Context: an optimization exercise on an open-source flow, tuned for small area, a short achievable clock period and few clock cycles per item. The choices shown serve that exercise and are no tape-out recipe.
Function was checked by simulation only, so behaviour that the tests miss may differ from the original.
No activity file was given, so power comes from the tool's default toggle rates.

// wkcore
module wkcore (
  input  wire        clk,
  input  wire        rst,
  input  wire        start,
  input  wire        ack,
  input  wire [31:0] page_words,
  input  wire [31:0] dst_cap_words,
  output wire        busy,
  output wire        done,
  output wire [1:0]  err,
  output wire [31:0] length,
  output wire [9:0]  pg_addr,
  output wire        pg_re,
  input  wire [31:0] pg_rdata,
  output reg  [10:0] dst_addr,
  output reg  [31:0] dst_wdata,
  output reg         dst_we
);
  reg        busy_r, done_r;
  reg [1:0]  err_r;
  reg [10:0] len_r;
  assign busy   = busy_r;
  assign done   = done_r;
  assign err    = err_r;
  assign length = {21'd0, len_r};
  reg pw_lo, pw_hi, cap_hi, cap_lo;
  always @(posedge clk) begin
    pw_lo  <= (page_words[15:0] == 16'd1024);
    pw_hi  <= (page_words[31:16] == 16'd0);
    cap_hi <= |dst_cap_words[31:11];
    cap_lo <= (dst_cap_words[10:0] >= 11'd1562);
  end
  wire pw_ok  = pw_lo & pw_hi;
  wire cap_ok = cap_hi | cap_lo;
  wire accept = start & ~busy_r;
  reg  c1;                        
  wire bad    = c1 & ~(pw_ok & cap_ok);
  reg        rd_on;
  reg [10:0] rd_cnt;
  assign pg_re   = rd_on;
  assign pg_addr = rd_cnt[9:0];
  reg        rdv, va, vb, vc;
  reg [31:0] w_a, w_b, w_c;
  reg [3:0]  s_b, s_c;
  reg [15:0] oh_b;
  reg        z_b, z_c, nzv_b;
  wire [3:0] s_a;
  wk_hash_rom u_rom (.key(w_a[17:10]), .slot(s_a));
  always @(posedge clk) begin
    w_a  <= pg_rdata;
    w_b  <= w_a;
    s_b  <= s_a;
    oh_b <= 16'd1 << s_a;
    z_b  <= (w_a == 32'd0);
    nzv_b <= va & (w_a != 32'd0);
    w_c  <= w_b;
    s_c  <= s_b;
    z_c  <= z_b;
  end
  reg  [10:0] ci;                 
  reg         fin;                
  wire        p2   = ci[10];
  wire        last = (ci[9:0] == 10'd1023);
  wire eq_hi, eq_lo;
  reg  dinit;
  always @(posedge clk)
    dinit <= accept | (vc & ~p2 & (ci[9:0] == 10'd1021));
  wk_dict u_dict (
    .clk   (clk),
    .init  (dinit),
    .upd   (nzv_b),
    .sel   (oh_b),
    .word  (w_b),
    .eq_hi (eq_hi),
    .eq_lo (eq_lo)
  );
  wire       nz   = vc & ~z_c;
  wire       qsym = nz & eq_hi;               
  ...
make LEC_CHECK=0 CAP_MARGIN=20 CORE_MARGIN=2 CORE_UTILIZATION=65 CTS_CLUSTER_DIAMETER=80 CTS_CLUSTER_SIZE=25 SETUP_SLACK_MARGIN=5 SLEW_MARGIN=20 finish   # period 11.0 ns
run.sh (not shown) runs the stock make flow with config.mk's settings and CLKGATE_MAP_FILE= SYNTH_SCRIPT=/design/flow/synth_recipe.tcl, a recipe that flattens the netlist after the stock synthesis.
Testbench counts at the start, summed over its fixed seeds: cycles 65,908, items 32.
==> next run, changes <==
==> flow/flow/run.sh (new file) <==
#!/bin/bash
# Layout flow: the standard flow (standard.sh), with changes in how
# the layout is made:
#  - the port buffers are buf_2 cells instead of the cell buffer_ports picks;
#  - timing repair after CTS and global routing aims for more setup slack;
#  - clock tree synthesis uses clusters of up to 25 sinks and no dummy loads.
# The constraints (constraint.sdc, clock period) are used unchanged.
set -o pipefail
bash standard.sh \
  "BUFFER_PORTS_ARGS=-buffer_cell sky130_fd_sc_hd__buf_2" \
  SETUP_SLACK_MARGIN=7.5 \
  "CTS_ARGS=-sink_clustering_enable -repair_clock_nets -dont_use_dummy_load -sink_clustering_size 25 -sink_clustering_max_diameter 80" \
  finish > standard.log 2>&1
==> flow/standard.sh (new file) <==
#!/bin/bash
# synth_recipe.tcl (not shown) runs the flow's synth.tcl, then flattens the netlist and writes it again
# the make line also repeats each setting of config.mk as NAME=value (left out here)
make -C /OpenROAD-flow-scripts/flow DESIGN_CONFIG=/design/flow/config.mk WORK_HOME=/design/flow/orfs CLKGATE_MAP_FILE= SYNTH_SCRIPT=/design/flow/synth_recipe.tcl "${@:-finish}"
- CTS_CLUSTER_DIAMETER: 80 -> unset
- CTS_CLUSTER_SIZE: 25 -> unset
- SETUP_SLACK_MARGIN: 5 -> unset
removed: flow/run.sh
Outcome:
- The new run produced a clean layout
- global-route usage falls by 0.68 points
- critical path depth fell by 8
- final cell count fell by 1.1%
- synthesized cell count is unchanged
==> next run, changes <==
--- a/flow/flow/run.sh
+++ b/flow/flow/run.sh
@@ -9,5 +9,5 @@
 bash standard.sh \
   "BUFFER_PORTS_ARGS=-buffer_cell sky130_fd_sc_hd__buf_2" \
-  SETUP_SLACK_MARGIN=7.5 \
+  SETUP_SLACK_MARGIN=7.8 \
   "CTS_ARGS=-sink_clustering_enable -repair_clock_nets -dont_use_dummy_load -sink_clustering_size 25 -sink_clustering_max_diameter 80" \
   finish > standard.log 2>&1
- CORE_UTILIZATION: 65 -> 80
Hold slack got worse by 0.038 ns. Worst setup slack improved by 0.095 ns. Maximum frequency rose by 2.9%. Power rose by 1.6%. Die area fell by 18%. Sequential power is about the same. Routed wire length rose by 13%. Non-clock buffer count rose by 29. Clock skew rose by 0.028 ns.
==> next run, changes <==
--- a/flow/flow/run.sh
+++ b/flow/flow/run.sh
@@ -10,4 +10,4 @@
   "BUFFER_PORTS_ARGS=-buffer_cell sky130_fd_sc_hd__buf_2" \
   SETUP_SLACK_MARGIN=7.8 \
-  "CTS_ARGS=-sink_clustering_enable -repair_clock_nets -dont_use_dummy_load -sink_clustering_size 25 -sink_clustering_max_diameter 80" \
+  "CTS_ARGS=-sink_clustering_enable -repair_clock_nets -dont_use_dummy_load -sink_clustering_size 30 -sink_clustering_max_diameter 60" \
   finish > standard.log 2>&1
- CORE_UTILIZATION: 80 -> 65
The new run produced a clean layout.
Hold slack barely changes.
First-iteration DRC count decreases by 43%.
Worst setup slack is better by 0.0031 ns.
Flip-flop and latch count stays the same.
Wire length came out lower by 11%.
Cell count came out higher by 4.4%.
Register-to-register slack barely changes.
Final area increases by 0.54%.
Fmax hardly moves.
Via count goes down by 9.2%.
Critical path depth does not change.

==> afterwards: timing with drivers on the ports <==
The results above use ideal ports. As a check the final layouts listed here were re-extracted and re-timed, cells and wires unchanged.
Step 1: set_driving_cell puts a clkbuf_16 on clk and a buf_2 on each other input, an assumption about the parent block.
Step 2, shift: input delay + t, output delay - t, t = (earliest + latest rising clock arrival at the registers) / 2. This alone moves slack from input paths to output paths.
Three values: ideal ports, drivers, drivers and shift; two values: the first two.
| run | t (ns) | slack for setup (ns) | hold WS [ns] | worst slew at a driven data input, ns |
|---|---|---|---|---|
| the first run | 0.652 | 7.097 / 7.072 / 7.097 | 0.328 / 0.328 / 0.328 | 0.06 |
| the second run | 0.637 | 7.609 / 7.550 / 7.594 | 0.330 / 0.330 / 0.330 | 0.05 |
| the third run | 0.631 | 7.704 / 7.645 / 7.621 | 0.292 / 0.292 / 0.292 | 0.05 |
| the fourth run | 0.648 | 7.707 / 7.648 / 7.597 | 0.292 / 0.292 / 0.292 | 0.05 |
After both steps every run listed still meets setup and hold. The setup slack of the fourth run, which loses most, moves by -0.059 ns with the drivers and by -0.110 ns with both steps.
